Context: an optimization exercise on an open-source flow, tuned for small area. The choices shown serve that exercise and are no tape-out recipe. Function was checked by simulation only, so behaviour that the tests miss may differ from the original. Power is estimated from default activity; no workload was simulated.

**flow/run.sh**
```bash
#!/bin/bash
# synth_recipe.tcl (not shown) runs the flow's synth.tcl, then flattens the netlist and writes it again
# the make line also repeats each setting of config.mk as NAME=value (left out here)
make -C /OpenROAD-flow-scripts/flow DESIGN_CONFIG=/design/flow/config.mk WORK_HOME=/design/flow/orfs CLKGATE_MAP_FILE= SYNTH_SCRIPT=/design/flow/synth_recipe.tcl finish
```
**flow/config.mk**
```make
export PLATFORM = sky130hd
export DESIGN_NAME = tx_drain
export DESIGN_NICKNAME = tx_drain
export VERILOG_FILES = /design/flow/design.v
export SDC_FILE = /design/flow/constraint.sdc
export NUM_CORES = 4
export LEC_CHECK = 0
export CAP_MARGIN = 20
export CORE_MARGIN = 2
export CORE_UTILIZATION = 40
export PLACE_DENSITY = 0.6
export SLEW_MARGIN = 20
```
**flow/constraint.sdc**
```tcl
create_clock -name core_clock -period 7.0 [get_ports {clk}]
set_input_delay 1.4000 -clock core_clock [delete_from_list [all_inputs] [get_ports {clk}]]
set_output_delay 1.4000 -clock core_clock [all_outputs]
set_load 0.01 [all_outputs]
```
**flow/design.v**
```verilog
module tx_drain #(
    parameter [31:0] DESC_MEM_BASE = 32'h4A10_2000,
    parameter [31:0] DESC_MEM_SIZE = 32'h0000_8000,
    parameter integer WALK_LIMIT   = 1024
) (
    input  wire        clk,
    input  wire        rst,
    input  wire        start,
    input  wire [31:0] head,
    output wire        ready,
    output wire        mem_req,
    output wire        mem_we,
    output wire [31:0] mem_addr,
    output wire [31:0] mem_wdata,
    input  wire        mem_gnt,
    input  wire [31:0] mem_rdata,
    output wire        tx_valid,
    output wire [7:0]  tx_data,
    input  wire        tx_ready,
    output wire        done,
    output wire [1:0]  status,
    output wire [31:0] cp
);
    localparam [1:0] ST_OK        = 2'd0;
    localparam [1:0] ST_NOT_OWNED = 2'd1;
    localparam [1:0] ST_WALK      = 2'd2;
    localparam [1:0] ST_DESC_OOR  = 2'd3;
    localparam [32:0] WIN_LO = {1'b0, DESC_MEM_BASE};
    localparam [32:0] WIN_HI = {1'b0, DESC_MEM_BASE} + {1'b0, DESC_MEM_SIZE};
    localparam [31:0] POLY   = 32'hEDB88320;
    function integer win_bits;
        input integer dummy;
        integer i;
        reg [32:0] lo, hi;
        begin
            lo = WIN_LO;
            hi = (WIN_HI > 33'd0) ? WIN_HI - 33'd1 : 33'd0;
            win_bits = 32;
            for (i = 31; i >= 1; i = i - 1)
                if ((lo >> i) == (hi >> i))
                    win_bits = i;
        end
    endfunction
    function integer count_bits;
        input integer n;
        integer i;
        begin
            count_bits = 1;
            for (i = 1; i < 32; i = i + 1)
                if ((n >> i) != 0)
                    count_bits = i + 1;
        end
    endfunction
    localparam integer AW = win_bits(0);
    localparam [31:0]  WIN_TOP = DESC_MEM_BASE;        
    localparam integer VW = (WALK_LIMIT >= 255) ? count_bits(WALK_LIMIT) : 8;
    localparam [4:0] S_IDLE = 5'd0,
                     S_INIT = 5'd1,    
                     S_V3R  = 5'd2,    
                     S_V3D  = 5'd3,
                     S_V1R  = 5'd4,    
                     S_V1D  = 5'd5,
                     S_V2R  = 5'd6,    
                     S_V2D  = 5'd7,
                     S_PREQ = 5'd8,    
                     S_PLD  = 5'd9,    
                     S_PTX  = 5'd10,   
                     S_PCRC = 5'd11,   
                     S_V0R  = 5'd12,   
                     S_V0D  = 5'd13,
                     S_COUT = 5'd14,   
                     S_CTX  = 5'd15,   
                     S_CPR  = 5'd16,   
                     S_CPD  = 5'd17,
                     S_WR   = 5'd18,   
                     S_WD   = 5'd19,
                     S_WR2  = 5'd20,   
                     S_WD2  = 5'd21,
                     S_WW   = 5'd22,   
                     S_DONE = 5'd23;
    reg  [4:0]    st;
    reg  [AW-1:0] cur;       
    reg  [AW-1:0] sa;        
    reg           onfirst;   
    reg           ws;        
    reg           pc;        
    reg  [1:0]    stat;
    reg  [31:0]   paddr;     
    reg  [15:0]   remain;    
    reg  [31:0]   crc;
    reg  [7:0]    txr;       
    reg  [VW-1:0] vis;       
    reg  [4:0]    cnt;       
    function in_range;
        input [31:0] a;
        begin
            in_range = (WIN_HI >= 33'd16) && ({1'b0, a} >= WIN_LO) &&
                       ({1'b0, a} <= WIN_HI - 33'd16);
        end
    endfunction
    wire more = (remain != 16'd0);
    wire          usesa = onfirst | ~ws;
    wire [AW-1:0] dbase = usesa ? sa : cur;
    reg  [3:0]    doff;
    reg           dsel;
    always @(*) begin
        dsel = 1'b1;
        doff = 4'd0;
        case (st)
            S_V3R:  doff = 4'd12;
            S_V1R:  doff = 4'd4;
            S_V2R:  doff = 4'd8;
            S_V0R:  doff = 4'd0;
            S_CPR:  doff = 4'd4;
            S_WR:   doff = 4'd12;
            S_WR2:  doff = 4'd14;
            S_WW:   doff = 4'd12;
            default: dsel = 1'b0;
        endcase
    end
    wire [AW-1:0] dlo = dbase + {{(AW-4){1'b0}}, doff};
    wire [31:0]   daddr;
    generate
        if (AW < 32) begin : g_daddr
            assign daddr = {WIN_TOP[31:AW], dlo};
        end else begin : g_daddr_full
            assign daddr = dlo;
        end
    endgenerate
    assign mem_addr  = dsel ? daddr : paddr;
    assign mem_req   = dsel || (st == S_PREQ && more) ||
                       (st == S_PCRC && cnt[2:0] == 3'd6 && more);
    assign mem_we    = (st == S_WW);
    assign mem_wdata = {vis[7:0], txr, remain};
    assign tx_valid  = (st == S_PTX) || (st == S_CTX);
    assign tx_data   = txr;
    assign ready     = (st == S_IDLE);
    assign done      = (st == S_DONE);
    assign status    = stat;
    assign cp        = paddr;
    wire mem_fire = mem_req && mem_gnt;
    reg  cstep, cfill;
    wire fbx = ~cfill & (crc[0] ^ txr[0]);
    wire [31:0] crc_step = {fbx | cfill, crc[31:1]} ^ ({32{fbx}} & {1'b0, POLY[30:0]});
    reg  addoff, pinc;
    wire [15:0] pb = addoff ? mem_rdata[31:16] : {15'd0, pinc};
    always @(*) begin
        cstep  = 1'b0;
        cfill  = 1'b1;
        addoff = (st == S_V2D);
        pinc   = 1'b0;
        case (st)
            S_INIT: cstep = 1'b1;
            S_PTX:  begin cfill = 1'b0; cstep = tx_ready; end
            S_PCRC: begin
                cfill = 1'b0;
                cstep = !(cnt[2:0] == 3'd6 && more) || mem_gnt;
                pinc  = (cnt[2:0] == 3'd7) && more;
            end
            S_PLD:  pinc = 1'b1;
            S_COUT: cstep = 1'b1;
            default: ;
        endcase
    end
    always @(posedge clk) begin
        if (cstep) begin
            crc <= crc_step;
        end
        if ((st == S_PLD) || (st == S_PCRC && pinc) || (st == S_WD2))
            txr <= mem_rdata[7:0];
        else if (cstep && st != S_INIT)
            txr <= {cfill ? ~crc[0] : txr[0], txr[7:1]};
        if (st == S_V1D || st == S_CPD)
            paddr <= mem_rdata;
        else
            paddr <= paddr + {16'd0, pb};
        if (st == S_V2D || st == S_WD)
            remain <= mem_rdata[15:0];
        else if (pinc)
            remain <= remain - 16'd1;
    end
    always @(posedge clk) begin
        if (rst) begin
            st <= S_IDLE;
        end else begin
            case (st)
                S_IDLE: begin
                    if (start) begin
                        sa      <= head[AW-1:0];
                        onfirst <= 1'b1;
                        ws      <= 1'b1;
                        vis     <= {VW{1'b0}};
                        cnt     <= 5'd0;
                        stat    <= (WALK_LIMIT == 0) ? ST_WALK :
                                   in_range(head) ? ST_OK : ST_DESC_OOR;
                        st      <= S_INIT;
                    end
                end
                S_INIT: begin
                    cnt <= cnt + 5'd1;
                    if (cnt == 5'd31)
                        st <= (stat != ST_OK) ? S_DONE : S_V3R;
                end
                S_V3R: if (mem_gnt) st <= S_V3D;
                S_V3D: begin
                    vis <= vis + 1'b1;
                    if (!mem_rdata[29]) begin
                        stat <= ST_NOT_OWNED;
                        st   <= S_DONE;
                    end else begin
                        if (onfirst)
                            pc <= mem_rdata[26];
                        st <= S_V1R;
                    end
                end
                S_V1R: if (mem_gnt) st <= S_V1D;
                S_V1D: st <= S_V2R;
                S_V2R: if (mem_gnt) st <= S_V2D;
                S_V2D: st <= S_PREQ;
                S_PREQ: begin
                    if (!more)
                        st <= S_V0R;
                    else if (mem_gnt)
                        st <= S_PLD;
                end
                S_PLD: st <= S_PTX;
                S_PTX: begin
                    if (tx_ready) begin
                        cnt[2:0] <= cnt[2:0] + 3'd1;
                        st       <= S_PCRC;
                    end
                end
                S_PCRC: begin
                    if (cstep) begin
                        cnt[2:0] <= cnt[2:0] + 3'd1;
                        if (cnt[2:0] == 3'd7)
                            st <= more ? S_PTX : S_V0R;
                    end
                end
                S_V0R: if (mem_gnt) st <= S_V0D;
                S_V0D: begin
                    if (mem_rdata == 32'd0) begin
                        st <= pc ? S_CPR : S_COUT;
                    end else if (vis >= WALK_LIMIT) begin
                        stat <= ST_WALK;
                        st   <= S_DONE;
                    end else if (!in_range(mem_rdata)) begin
                        stat <= ST_DESC_OOR;
                        st   <= S_DONE;
                    end else begin
                        cur     <= mem_rdata[AW-1:0];
                        onfirst <= 1'b0;
                        st      <= S_V3R;
                    end
                end
                S_COUT: begin
                    cnt <= cnt + 5'd1;
                    if (cnt[2:0] == 3'd7)
                        st <= S_CTX;
                end
                S_CTX: begin
                    if (tx_ready)
                        st <= (cnt == 5'd0) ? S_CPR : S_COUT;
                end
                S_CPR: if (mem_gnt) st <= S_CPD;
                S_CPD: begin
                    ws <= 1'b0;
                    st <= S_WR;
                end
                S_WR: if (mem_gnt) st <= S_WD;
                S_WD: begin
                    vis[7:0] <= {mem_rdata[31:30],
                                 ws ? mem_rdata[29] : 1'b0,       
                                 ws ? 1'b1 : mem_rdata[28],       
                                 mem_rdata[27:24]};
                    st <= S_WR2;
                end
                S_WR2: if (mem_gnt) st <= S_WD2;
                S_WD2: st <= S_WW;
                S_WW: begin
                    if (mem_gnt) begin
                        if (ws) begin
                            st <= S_DONE;
                        end else begin
                            ws <= 1'b1;
                            st <= S_WR;
                        end
                    end
                end
                S_DONE: st <= S_IDLE;
                default: st <= S_IDLE;
            endcase
        end
    end
endmodule
```
==> flow_summary_export.csv, run 1 <==
group,metric,value,unit
status,run_status,"complete, no violations",
setup_path,maximum_fanout_encountered_on_the_critical_timing_path,14,
setup_path,cp_data_required_time,5600,ps
clocking,postCtsSetupRepairBufs,0,
setup_path,critical_path_buf_inv_count,1,
detailed_routing,postRouteAntennaNets,0,
setup_path,critical_path.startpoint_type,"register",
logic_synthesis,synth_async_sr_flop_share,0,%
final_layout,multi_input_logic_area,4516,µm²
detailed_routing,drt_wl_total,26590,µm
floorplanning,coreArea,21890,µm²
setup_path,setup.worst_path.class,"reg2out",
grt,maximum_number_of_pins_on_one_net_before_global_route_repair,52,
setup_path,crit_path_end_kind,"primary output",
timing,timing.final.setup_violations,0,
logic_synthesis,post_synth_instance_area,8941,µm²
setup_path,critical_path.slowest_cell,"clkdlybuf4s50_1",
timing,worst_max_slew_margin_expressed_relative_to_the_limit,38.39,%
final_layout,nets,1186,
timing,maxClockFrequency,0.1959,GHz
job,drv.max_cap_violation_count,0,
final_layout,nFillCells,2067,
logic_synthesis,synth-edff-count,109,
floorplanning,die_ar,23570,µm²
power_and_ir_drop,power.ir.vdd_worst,0.2134,mV
clocking,cts-htree-levels,4,
logic_synthesis,netlist_instances,935,
clocking,cts-root-buf,"clkbuf_16",
timing,final_max_slew_viol_count,0,
worst_hold_path,hold_path.class,"reg2reg",
timing,totalNegativeSetupSlack,0,ps
logic_synthesis,synth_cell_type_count,71,
detailed_routing,num_vias,7589,
floorplanning,fp.dieW,153.5,µm
logic_synthesis,ys.warnings.count,1,
clocking,clock_latency,430,ps
logic_synthesis,seq_total_area_yosys,45.79,%
clocking,num_cts_buffers,17,
clocking,cts_hold_repair.buffers,0,
final_layout,antenna-diode-count,0,
detailed_routing,dr.first_iter.drc_count,584,
final_layout,final_layout_size_suffix_gt1_share,8.091,%
timing,unrepaired_setup_endpoints_after_global_routing,"false",
detailed_routing,via_density,5.499,
setup_path,r2r-end,"paddr[22]",
clocking,post_cts_resize_count,0,
final_layout,final_cell_mix,"clkdlybuf4s50_1 (179), nand2_1 (114), edfxtp_1 (109)",
worst_hold_path,timing.hold.worst_endpoint,"crc[11]",
clocking,tritoncts,"yes",
logic_synthesis,dominantRegCellSynth,"edfxtp_1",
worst_hold_path,min_path_cells,0,
grt,grt_use_total,22.35,%
final_layout,finish.utilization,52.51,%
grt,first_pass_grt_wire_length,41250,µm
final_layout,final_common_cell,"clkdlybuf4s50_1",
power_and_ir_drop,power-per-cell-area,348.0,nW/µm²
detailed_routing,drt-pass1-iter-count,5,
grt,grt_overflow,0,
timing,min_period,5106,ps
floorplanning,floorplan.die.height,153.5,µm
final_layout,ff_latch_area,4094,µm²
setup_path,crit_chain,"nand2b_1, nand2_1, nand2_1, ha_1, fa_1, a21oi_1, nor2_1, nand2_1, a21oi_1, nand2_1, xor2_1, mux2_2, clkdlybuf4s50_1",
detailed_routing,routed_wire_length_per_instance,19.27,µm
logic_synthesis,synth_fp_nets,1033,
floorplanning,fp-row-count,54,
placed_design,port_buffers,179,
final_layout,area_growth_syn_to_layout,28.56,%
logic_synthesis,ys_seq_elements,150,
floorplanning,initial_utilization,40.84,%
grt,first_global_vias,7379,
setup_path,delay_heaviest_family_cp,"simple AND/OR/NAND/NOR gates",
clocking,clock-sinks,150,
floorplanning,num_io_pins,180,
timing,tightest_slew,911.3,ps
setup_path,critPathArrivalTime,3710,ps
setup_path,critical_path.reg2reg.startpoint,"remain[3]",
timing,post-route-period-util,72.94,%
setup_path,worst_reg_to_reg_cells,15,
logic_synthesis,synth.avg_cell_area,9.563,µm²
clocking,clk_pin_slew,60,ps
setup_path,cp_common_cell,"nand2_1",
grt,grt_antenna_before_repair,0,
clocking,cts_max_path_buffers,2,
setup_path,setup.reg_to_reg.worst_slack,2560,ps
placed_design,hpwl,19700,µm
setup_path,cp_slowest_stage_delay,520,ps
timing,hold_viol,0,
power_and_ir_drop,leakagePower,3.980,nW
timing,clock_skew,7.689,ps
detailed_routing,drc,0,
worst_hold_path,hold_path_startpoint,"crc[12]",
placed_design,globalplace.congestion,0.8806,
state kept, by name (all words and copies together) (netlist names), 3 cells and up:
| name | count |
|---|---|
| doff | 3 |
| remain | 16 |
| vis | 11 |
| sa | 16 |
| txr | 8 |
| crc | 32 |
| st | 5 |
| cnt | 5 |
| cur | 16 |
| paddr | 32 |
area by class of cell:
cell class	instances	share of cell area, %
Multi-Input combinational cell	712	39.28
Sequential cell	150	35.62
Timing Repair Buffer	189	16.24
Clock buffer	17	3.701
Tap cell	280	3.048
Clock inverter	14	1.524
Inverter	18	0.5878
power by group:
group,total (W),switching [W],leakage (nW),internal (W)
combinational,0.00160,0.000805,2.38,0.000797
clock,0.000942,0.000381,0.283,0.000562
sequential,0.00146,0.000223,1.32,0.00123
how the worst max path moves through the flow:
stage,start,to,slack [ps],cells past startpoint
after floorplan,mem_gnt,txr[0],2230,4
after global placement,ws,mem_addr[15],2460,13
after detailed placement,ws,mem_addr[15],2390,13
after CTS,ws,mem_addr[15],1920,13
after global routing,ws,mem_addr[15],1600,13
final,ws,mem_addr[15],1890,13
worst register-to-register path: cells and delay by family, from the launching register on:
family                   cells  cell delay, ps
adder cells (fa/ha/maj)      2             420
AND/OR/NAND/NOR              5            1270
flip-flops                   1             470
buffers and inverters        1              70
AO/OA/AOI/OAI                7            2150
cells in the mapped netlist, types with 8 or more instances:
cell / number / area share [%]
mux2i_1: 11 / 1.2
buf_4: 17 / 1.4
a211oi_1: 12 / 1.0
nor3_1: 35 / 2.0
xor2_1: 23 / 2.3
nor2_1: 89 / 3.7
and2_1: 18 / 1.3
nand3_1: 20 / 1.1
mux2_2: 22 / 2.8
or2_2: 10 / 0.70
nand2b_1: 8 / 0.56
buf_2: 9 / 0.50
a31oi_1: 16 / 1.1
xnor2_1: 49 / 4.8
inv_1: 18 / 0.76
o21ai_0: 64 / 3.6
clkbuf_1: 21 / 0.88
dfxtp_1: 41 / 9.2
nor4_1: 22 / 1.5
nor2b_1: 23 / 1.6
nand4_1: 14 / 0.98
nand2_1: 114 / 4.8
a21oi_1: 43 / 2.4
ha_1: 27 / 3.8
edfxtp_1: 109 / 37
logic make-up after synthesis:
group	share of synthesized area [%]
xor gates and xnor gates	7.053
and+or+nand+nor	21.12
DFF	45.79
buffers and inverters	3.988
adders and majority gates	4.226
AOI/OAI and AO/OA	13.66
muxes	4.170
layer usage:
metal  wire (µm)  share of wire (%)  vias to the layer above  track usage, %
li1            -                  -                     3683               -
met1       11790                 44                     3640           29.53
met2       13090                 49                      230           37.84
met3        1221                4.6                       36           3.946
met4         487                1.8                        0           6.247
met5           0                  0                        -               0
through the flow:
stage / hold WS (ps) / std cells / total power [W] / worst slack (ps) / instance area (µm²)
floorplan: 400.3 / 935 / 0.002375 / 2226 / 8941
global placement: 405.2 / 1349 / 0.003074 / 2463 / 10890
detailed placement: 404.5 / 1349 / 0.003076 / 2394 / 10890
CTS: 415.3 / 1380 / 0.004026 / 1919 / 11490
global route: 422.4 / 1380 / 0.004233 / 1602 / 11490
finish: 417.1 / 1380 / 0.004000 / 1894 / 11490
==> run 2, diff against run 1 <==
==> flow/flow/run.sh (new file) <==
#!/bin/bash
# Own layout flow: the standard ORFS flow (standard.sh, unchanged synthesis),
# with the port buffers made of the smallest buffer cell and a clock tree
# built without dummy loads. Every tool's output goes to a log file here.
set -euo pipefail
CTS_BUFS="sky130_fd_sc_hd__clkbuf_8"
export BUFFER_PORTS_ARGS="-buffer_cell sky130_fd_sc_hd__buf_1"
export CTS_ARGS="-sink_clustering_enable -repair_clock_nets -dont_use_dummy_load -buf_list ${CTS_BUFS}"
bash standard.sh > standard_flow.log 2>&1
==> flow/standard.sh (new file) <==
#!/bin/bash
# synth_recipe.tcl (not shown) runs the flow's synth.tcl, then flattens the netlist and writes it again
# the make line also repeats each setting of config.mk as NAME=value (left out here)
make -C /OpenROAD-flow-scripts/flow DESIGN_CONFIG=/design/flow/config.mk WORK_HOME=/design/flow/orfs CLKGATE_MAP_FILE= SYNTH_SCRIPT=/design/flow/synth_recipe.tcl "${@:-finish}"
removed: flow/run.sh
==> run 2 against run 1 <==
Against the previous run:
- via count increased by 0.67%
- hold slack better by 4.8 ps
- global-route usage fell by 0.88 points
- largest cell class unchanged
==> flow_summary_export.csv, run 2 <==
group,metric,value,unit
status,run_status,"complete, no violations",
setup_path,delay_heaviest_family_cp,"simple AND/OR/NAND/NOR gates",
detailed_routing,postRouteAntennaNets,0,
logic_synthesis,synth_commonest_cells,"nand2_1 (114), edfxtp_1 (109), nor2_1 (89), o21ai_0 (64), xnor2_1 (49)",
final_layout,layout.cell_area.non_filler,10000,µm²
logic_synthesis,synth_async_sr_flop_share,0,%
clocking,tritoncts,"yes",
logic_synthesis,synth.largest_area_cell,"edfxtp_1",
power_and_ir_drop,power-per-cell-area,326.9,nW/µm²
grt,grt_antenna_before_repair,0,
final_layout,largest_registers,"crc (32), paddr (32)",
timing,min_period,4807,ps
floorplanning,die_ar,23570,µm²
timing,tightest_slew,969.9,ps
floorplanning,floorplan.die.height,153.5,µm
timing,timing.final.ws_setup,2193,ps
clocking,num_cts_buffers,17,
placed_design,port_buffers,179,
timing,post-route-period-util,68.67,%
setup_path,critical_path.reg2reg.startpoint,"remain[3]",
worst_hold_path,hold_path.class,"reg2reg",
job,drv.max_cap_violation_count,0,
final_layout,nets,1185,
timing,hold_slack,421.9,ps
worst_hold_path,hold_path_startpoint,"crc[19]",
clocking,cts_max_path_buffers,2,
clocking,clock_latency,460,ps
clocking,cts_hold_repair.buffers,0,
final_layout,finish.utilization,45.68,%
timing,final_max_slew_viol_count,0,
detailed_routing,dr.first_iter.drc_count,505,
detailed_routing,drt_wl_total,25710,µm
timing,unrepaired_setup_endpoints_after_global_routing,"false",
placed_design,post_dp_cell_area,9767,µm²
logic_synthesis,area_share_of_the_leading_cell_type_in_the_synthesized_netlist,36.61,%
final_layout,multi_input_logic_area,4516,µm²
power_and_ir_drop,power.ir.vdd_worst,0.1845,mV
timing,totalNegativeSetupSlack,0,ps
timing,maxClockFrequency,0.2080,GHz
logic_synthesis,post_synth_instance_area,8941,µm²
detailed_routing,via_density,5.597,
grt,grt_use_total,21.47,%
setup_path,maximum_fanout_encountered_on_the_critical_timing_path,14,
floorplanning,initial_utilization,40.84,%
detailed_routing,drt-pass1-iter-count,5,
setup_path,critical_path.slowest_cell,"nand2b_1",
setup_path,setup.worst_path.class,"reg2out",
clocking,cts-root-buf,"clkbuf_8",
setup_path,crit_path_end_kind,"primary output",
floorplanning,num_io_pins,180,
placed_design,hpwl,18820,µm
floorplanning,fp.dieW,153.5,µm
logic_synthesis,ys_seq_elements,150,
final_layout,nFillCells,2144,
timing,worst_max_slew_margin_expressed_relative_to_the_limit,34.43,%
clocking,clock-sinks,150,
logic_synthesis,synth.avg_cell_area,9.563,µm²
setup_path,cp_slowest_stage_delay,480,ps
logic_synthesis,synth_fp_nets,1033,
detailed_routing,num_vias,7640,
final_layout,antenna-diode-count,0,
placed_design,globalplace.congestion,0.9127,
logic_synthesis,seq_total_area_yosys,45.79,%
logic_synthesis,synth_area_leaders,"edfxtp_1 (37%), dfxtp_1 (9.2%), xnor2_1 (4.8%)",
logic_synthesis,synth-edff-count,109,
detailed_routing,drc,0,
power_and_ir_drop,leakagePower,3.335,nW
floorplanning,coreArea,21890,µm²
final_layout,final_common_cell,"buf_1",
timing,timing.final.setup_violations,0,
grt,maximum_number_of_pins_on_one_net_before_global_route_repair,52,
setup_path,crit_chain,"nand2b_1, nand2_1, nand2_1, ha_1, fa_1, a21oi_1, nor2_1, nand2_1, a21oi_1, nand2_1, xor2_1, mux2_2, buf_1",
logic_synthesis,dominantRegCellSynth,"edfxtp_1",
grt,first_pass_grt_wire_length,39560,µm
clocking,post_cts_resize_count,0,
final_layout,final_cell_mix,"buf_1 (179), nand2_1 (114), edfxtp_1 (109)",
final_layout,final_layout_size_suffix_gt1_share,6.820,%
final_layout,ff_latch_area,4094,µm²
setup_path,critical_path_buf_inv_count,1,
setup_path,crit_start,"onfirst",
timing,hold_viol,0,
final_layout,area_growth_syn_to_layout,11.85,%
setup_path,critPathArrivalTime,3410,ps
timing,clock_skew,35.25,ps
logic_synthesis,synth_cell_type_count,71,
clocking,clk_pin_slew,70,ps
logic_synthesis,ys.warnings.count,1,
logic_synthesis,netlist_instances,935,
clocking,cts-htree-levels,4,
detailed_routing,routed_wire_length_per_instance,18.84,µm
setup_path,critical_path.startpoint_type,"register",
clocking,postCtsSetupRepairBufs,0,
grt,grt_overflow,0,
setup_path,cp_data_required_time,5600,ps
logic_synthesis,post-synth-top-count-cell,"nand2_1",
placed_design,detailedPlace.worstSlack,2689,ps
floorplanning,fp-row-count,54,
grt,first_global_vias,7219,
setup_path,cp_common_cell,"nand2_1",
run 2: cell types whose count changed in the layout (fill, tap and decap cells not counted), moves of 4 or more:
cell / before / now
clkbuf_8: 0 / 17
inv_6: 4 / 0
buf_1: 0 / 179
clkdlybuf4s50_1: 179 / 0
clkbuf_16: 17 / 0
run 2: layout make-up:
type	instances	share of cell area (%)
Multi-Input combinational cell	712	45.15
Tap cell	280	3.503
Inverter	18	0.6756
Timing Repair Buffer	188	7.394
Sequential cell	150	40.94
Clock buffer	17	2.340
run 2: cell families after synthesis:
| family | synth area share (%) |
|---|---|
| AND/OR/NAND/NOR | 21.12 |
| adder cells (fa/ha/maj) | 4.226 |
| flip-flops | 45.79 |
| buffers and inverters | 3.988 |
| AO/OA/AOI/OAI | 13.66 |
| multiplexers | 4.170 |
| XOR/XNOR | 7.053 |
run 2: power breakdown:
group / total (W) / internal (W) / switching [W]
registers: 0.00146 / 0.00123 / 0.000228
logic: 0.00131 / 0.000513 / 0.000801
clock network: 0.000494 / 0.000214 / 0.000280
total: 0.00327 / 0.00196 / 0.00131
run 2: worst paths after layout:
path / end / slack [ps] / cells after the start
setup / recovery: mem_addr[15] / 2190 / 13
setup reg to reg: paddr[30] / 2690 / 15
hold / removal: crc[18] / 420 / 0
hold reg to reg: crc[18] / 420 / 0
run 2: layer usage:
layer / wire (µm) / track usage, % / vias up / part of all wire [%]
met5: 0 / 0 / - / 0
met4: 661 / 7.776 / 0 / 2.6
met3: 1424 / 3.523 / 44 / 5.5
met2: 12320 / 35.53 / 273 / 48
met1: 11300 / 28.50 / 3633 / 44
li1: - / - / 3690 / -
run 2: stage by stage:
step	instances	power (W)
after floorplan	935	0.002375
after global placement	1348	0.002786
after detailed placement	1348	0.002786
after CTS	1365	0.003292
after global routing	1365	0.003487
final	1365	0.003269

## port drivers added, routing unchanged
The flow's constraints put no driver on any port. The routed layouts listed below were extracted and timed again, unchanged, in two steps.
Step 1 sets driving cells, clkbuf_16 on the clock port and buf_2 on the other inputs (assumed; they add their load-dependent delay and slew).
Step 2 also shifts input and output timing later by t, the mid clock arrival at the registers, as if the neighbouring blocks saw the same clock.
a / b / c = ideal ports / drivers / drivers and shift; a / b = the first two.
run | t, ns | setup WS [ns] | worst setup path after step 2 | slew at the worst register clock pin (ns) | pins driven straight from the clock port
run 1 | 0.474 | 1.894 / 1.849 / 2.323 | register to output | 0.07 / 0.07 | 1
run 2 | 0.483 | 2.193 / 2.152 / 2.634 | register to output | 0.10 / 0.10 | 1
After both steps every run listed still meets setup and hold.
